Context: an optimization exercise on an open-source flow, tuned for small area, a short achievable clock period and few clock cycles. The choices shown serve that exercise and are no tape-out recipe. Only simulation tests tie the RTL to the original design; equivalence was not proved. No activity file was given, so power comes from the tool's default toggle rates.

v11:
Design tia_render, start of the top module:
module tia_render (
    input  wire        clk,
    input  wire        rst,
    input  wire        cmd_valid,
    output wire        cmd_ready,
    input  wire [2:0]  cmd_op,
    input  wire [5:0]  cmd_addr,
    input  wire [7:0]  cmd_data,
    input  wire [8:0]  cmd_x,       
    input  wire [8:0]  cmd_y,       
    output reg         pix_valid,
    output reg  [8:0]  pix_y,
    output reg  [7:0]  pix_x,
    output reg  [6:0]  pix_color,
    output reg         rd_valid,
    output wire [14:0] rd_data
);
For scale: ~1900 cells after synthesis, about 290 flip-flops, about 16000 µm² of cells after synthesis.
Settings: LEC_CHECK=0, ABC_AREA=1, CAP_MARGIN=20, CORE_MARGIN=2, CORE_UTILIZATION=40, CTS_BUF_LIST=sky130_fd_sc_hd__clkbuf_4 sky130_fd_sc_hd__clkbuf_8, CTS_CLUSTER_DIAMETER=40, CTS_CLUSTER_SIZE=8, SETUP_SLACK_MARGIN=5, SLEW_MARGIN=20; clock period 8.0 ns.
run.sh (not shown) runs the stock make flow with config.mk's settings and CLKGATE_MAP_FILE= SYNTH_SCRIPT=/design/flow/synth_recipe.tcl, a recipe that flattens the netlist after the stock synthesis.
Testbench counts of v11, summed over its fixed seeds: cycles 172,451.
What v1 does differently from v11 at the input level:
# v11
export LEC_CHECK = 0
export ABC_AREA = 1
export CAP_MARGIN = 20
export CORE_MARGIN = 2
export CORE_UTILIZATION = 40
export CTS_BUF_LIST = sky130_fd_sc_hd__clkbuf_4 sky130_fd_sc_hd__clkbuf_8
export CTS_CLUSTER_DIAMETER = 40
export CTS_CLUSTER_SIZE = 8
export SETUP_SLACK_MARGIN = 5
export SLEW_MARGIN = 20
create_clock -name core_clock -period 8.0 [get_ports {clk}]
# v1
export LEC_CHECK = 0
export ABC_AREA = 1
export CAP_MARGIN = 20
export CORE_MARGIN = 2
export CORE_UTILIZATION = 40
export CTS_BUF_LIST = sky130_fd_sc_hd__clkbuf_8
export CTS_CLUSTER_DIAMETER = 50
export CTS_CLUSTER_SIZE = 12
export PLACE_DENSITY = 0.75
export SETUP_SLACK_MARGIN = 5
export SLEW_MARGIN = 20
create_clock -name core_clock -period 8.0 [get_ports {clk}]
Results
v1 vs. v11: aggregate routed wire length decreased by 2000 µm relative to the old numbers; setup slack decreased by 0.14 ns relative to the old numbers.
From v11 to v1, number of sinks driven by the clock tree did not move at all.
v1 against v11: part of the cycle the worst path needs has increased, logic depth of the worst path, buffers included has decreased.
diff inputs: v1 => v32
# v1
export LEC_CHECK = 0
export ABC_AREA = 1
export CAP_MARGIN = 20
export CORE_MARGIN = 2
export CORE_UTILIZATION = 40
export CTS_BUF_LIST = sky130_fd_sc_hd__clkbuf_8
export CTS_CLUSTER_DIAMETER = 50
export CTS_CLUSTER_SIZE = 12
export PLACE_DENSITY = 0.75
export SETUP_SLACK_MARGIN = 5
export SLEW_MARGIN = 20
create_clock -name core_clock -period 8.0 [get_ports {clk}]
# v32
export LEC_CHECK = 0
export ABC_AREA = 1
export CAP_MARGIN = 20
export CORE_MARGIN = 2
export CORE_UTILIZATION = 40
export CTS_BUF_LIST = sky130_fd_sc_hd__clkbuf_8
export CTS_CLUSTER_DIAMETER = 60
export CTS_CLUSTER_SIZE = 20
export SETUP_SLACK_MARGIN = 5
export SLEW_MARGIN = 20
create_clock -name core_clock -period 8.0 [get_ports {clk}]
--- outcome ---
- | share of the core filled with cells in the final layout | v1 vs v32 | ≈ equal |
- v32 contains fewer vias than v1.
- [v32] maximum net fanout on the critical path fell 49 relative to v1
- Relative to v1, the path length in cells of the critical path of v32 is higher by 3.
- On first-iteration DRC count, the lower figure sits with v32, not v1.
### v32 -> v2
# v32
export LEC_CHECK = 0
export ABC_AREA = 1
export CAP_MARGIN = 20
export CORE_MARGIN = 2
export CORE_UTILIZATION = 40
export CTS_BUF_LIST = sky130_fd_sc_hd__clkbuf_8
export CTS_CLUSTER_DIAMETER = 60
export CTS_CLUSTER_SIZE = 20
export SETUP_SLACK_MARGIN = 5
export SLEW_MARGIN = 20
create_clock -name core_clock -period 8.0 [get_ports {clk}]
# v2
export LEC_CHECK = 0
export ABC_AREA = 1
export CAP_MARGIN = 20
export CORE_MARGIN = 2
export CORE_UTILIZATION = 60
export CTS_BUF_LIST = sky130_fd_sc_hd__clkbuf_8
export CTS_CLUSTER_DIAMETER = 50
export CTS_CLUSTER_SIZE = 12
export SETUP_SLACK_MARGIN = 5
export SLEW_MARGIN = 20
create_clock -name core_clock -period 8.0 [get_ports {clk}]
## What came out
From v32 to v2 the numbers moved as follows: sequential power stayed essentially flat, total power rose by 0.027 mW, aggregate global-route resource usage rose by 8.5 points, row count fell by 14.
Design area (lower): v2
Higher number of standard cells in the layout, taps in and fillers out goes to v32 over v2.
Diff v2..v32 | synthesized area | unchanged
| non-clock buffer count | v2 vs v32 | 8 lower |
Looking at the reports, v32 completed the entire flow and the layout it produced met the timing, DRC and antenna checks.
v2 finished all stages; the layout is clean.
The following lists how v14 was set up differently from v2:
# v2
export LEC_CHECK = 0
export ABC_AREA = 1
export CAP_MARGIN = 20
export CORE_MARGIN = 2
export CORE_UTILIZATION = 60
export CTS_BUF_LIST = sky130_fd_sc_hd__clkbuf_8
export CTS_CLUSTER_DIAMETER = 50
export CTS_CLUSTER_SIZE = 12
export SETUP_SLACK_MARGIN = 5
export SLEW_MARGIN = 20
create_clock -name core_clock -period 8.0 [get_ports {clk}]
# v14
export LEC_CHECK = 0
export ABC_AREA = 1
export CAP_MARGIN = 20
export CORE_MARGIN = 2
export CORE_UTILIZATION = 40
export CTS_BUF_LIST = sky130_fd_sc_hd__clkbuf_8
export CTS_CLUSTER_DIAMETER = 40
export CTS_CLUSTER_SIZE = 10
export SETUP_SLACK_MARGIN = 5
export SLEW_MARGIN = 20
create_clock -name core_clock -period 8.0 [get_ports {clk}]
Notes after the runs:
The cell area reported for v14 is greater than that of v2 by 3.4%. Timing-limited maximum frequency for v14: about 0.75% up relative to v2. Utilization after layout (higher): v2. Going from v2 to v14, wire length now larger, non-clock buffer count shows an increase of 6, die area +14000 µm².
#### Input delta (v30 over v14)
# v14
export LEC_CHECK = 0
export ABC_AREA = 1
export CAP_MARGIN = 20
export CORE_MARGIN = 2
export CORE_UTILIZATION = 40
export CTS_BUF_LIST = sky130_fd_sc_hd__clkbuf_8
export CTS_CLUSTER_DIAMETER = 40
export CTS_CLUSTER_SIZE = 10
export SETUP_SLACK_MARGIN = 5
export SLEW_MARGIN = 20
create_clock -name core_clock -period 8.0 [get_ports {clk}]
# v30
export LEC_CHECK = 0
export ABC_AREA = 1
export CAP_MARGIN = 20
export CORE_MARGIN = 2
export CORE_UTILIZATION = 40
export CTS_BUF_LIST = sky130_fd_sc_hd__clkbuf_8
export CTS_CLUSTER_DIAMETER = 50
export CTS_CLUSTER_SIZE = 12
export SETUP_SLACK_MARGIN = 5
export SLEW_MARGIN = 20
create_clock -name core_clock -period 8.0 [get_ports {clk}]
Notes after the runs:
v30 has completed all stages; timing, DRC and antenna checks passed.
Compared with v14, v30 shows a total power consumption of the routed design that is 0.37 mW lower.
Diff v14 and v30: share of total power in combinational logic higher in v30
Status: met3 capacity usage during global routing parity (v30, v14)
From v14 to v30 the numbers moved as follows: global-route wire length before repair saw little to no change; number of nets in the finished design lower; post-route clock period utilization -1.1 points.

port drivers added, routing unchanged:
No port has a modelled driver above. Below, the same layouts with a new extraction and two added sets of constraints.
Step 1 (the two cells are an assumption about what drives the block):
set clk [get_ports {clk}]
set_driving_cell -lib_cell sky130_fd_sc_hd__clkbuf_16 $clk
set_driving_cell -lib_cell sky130_fd_sc_hd__buf_2 [delete_from_list [all_inputs] $clk]
Step 2 moves the port delays by t, midway between the first and last clock arrival at a register: inputs arrive t later, outputs are due t later. That takes back most of the time a late clock gives input paths.
a / b / c = no drivers / after step 1 / after step 2; a / b = the first two.
run	t (ns)	setup slack, ns	worst hold slack (ns)	worst register clock-pin slew, ns	worst data-port slew with drivers (ns)
v11	0.635	5.127 / 5.119 / 4.518	0.321 / 0.321 / 0.321	0.07 / 0.07	0.04
v1	0.602	4.987 / 5.018 / 4.416	0.323 / 0.323 / 0.323	0.09 / 0.09	0.03
v32	0.637	5.049 / 5.072 / 4.435	0.330 / 0.330 / 0.330	0.12 / 0.12	0.04
v2	0.566	5.020 / 4.992 / 4.475	0.313 / 0.313 / 0.313	0.08 / 0.08	0.04
v14	0.639	5.042 / 5.063 / 4.424	0.324 / 0.324 / 0.324	0.08 / 0.08	0.04
v30	0.601	5.130 / 5.141 / 4.552	0.321 / 0.321 / 0.321	0.08 / 0.08	0.04
After both steps every run listed still meets setup and hold. The setup slack of v14, which loses most, moves by +0.021 ns with the drivers and by -0.618 ns with both steps.
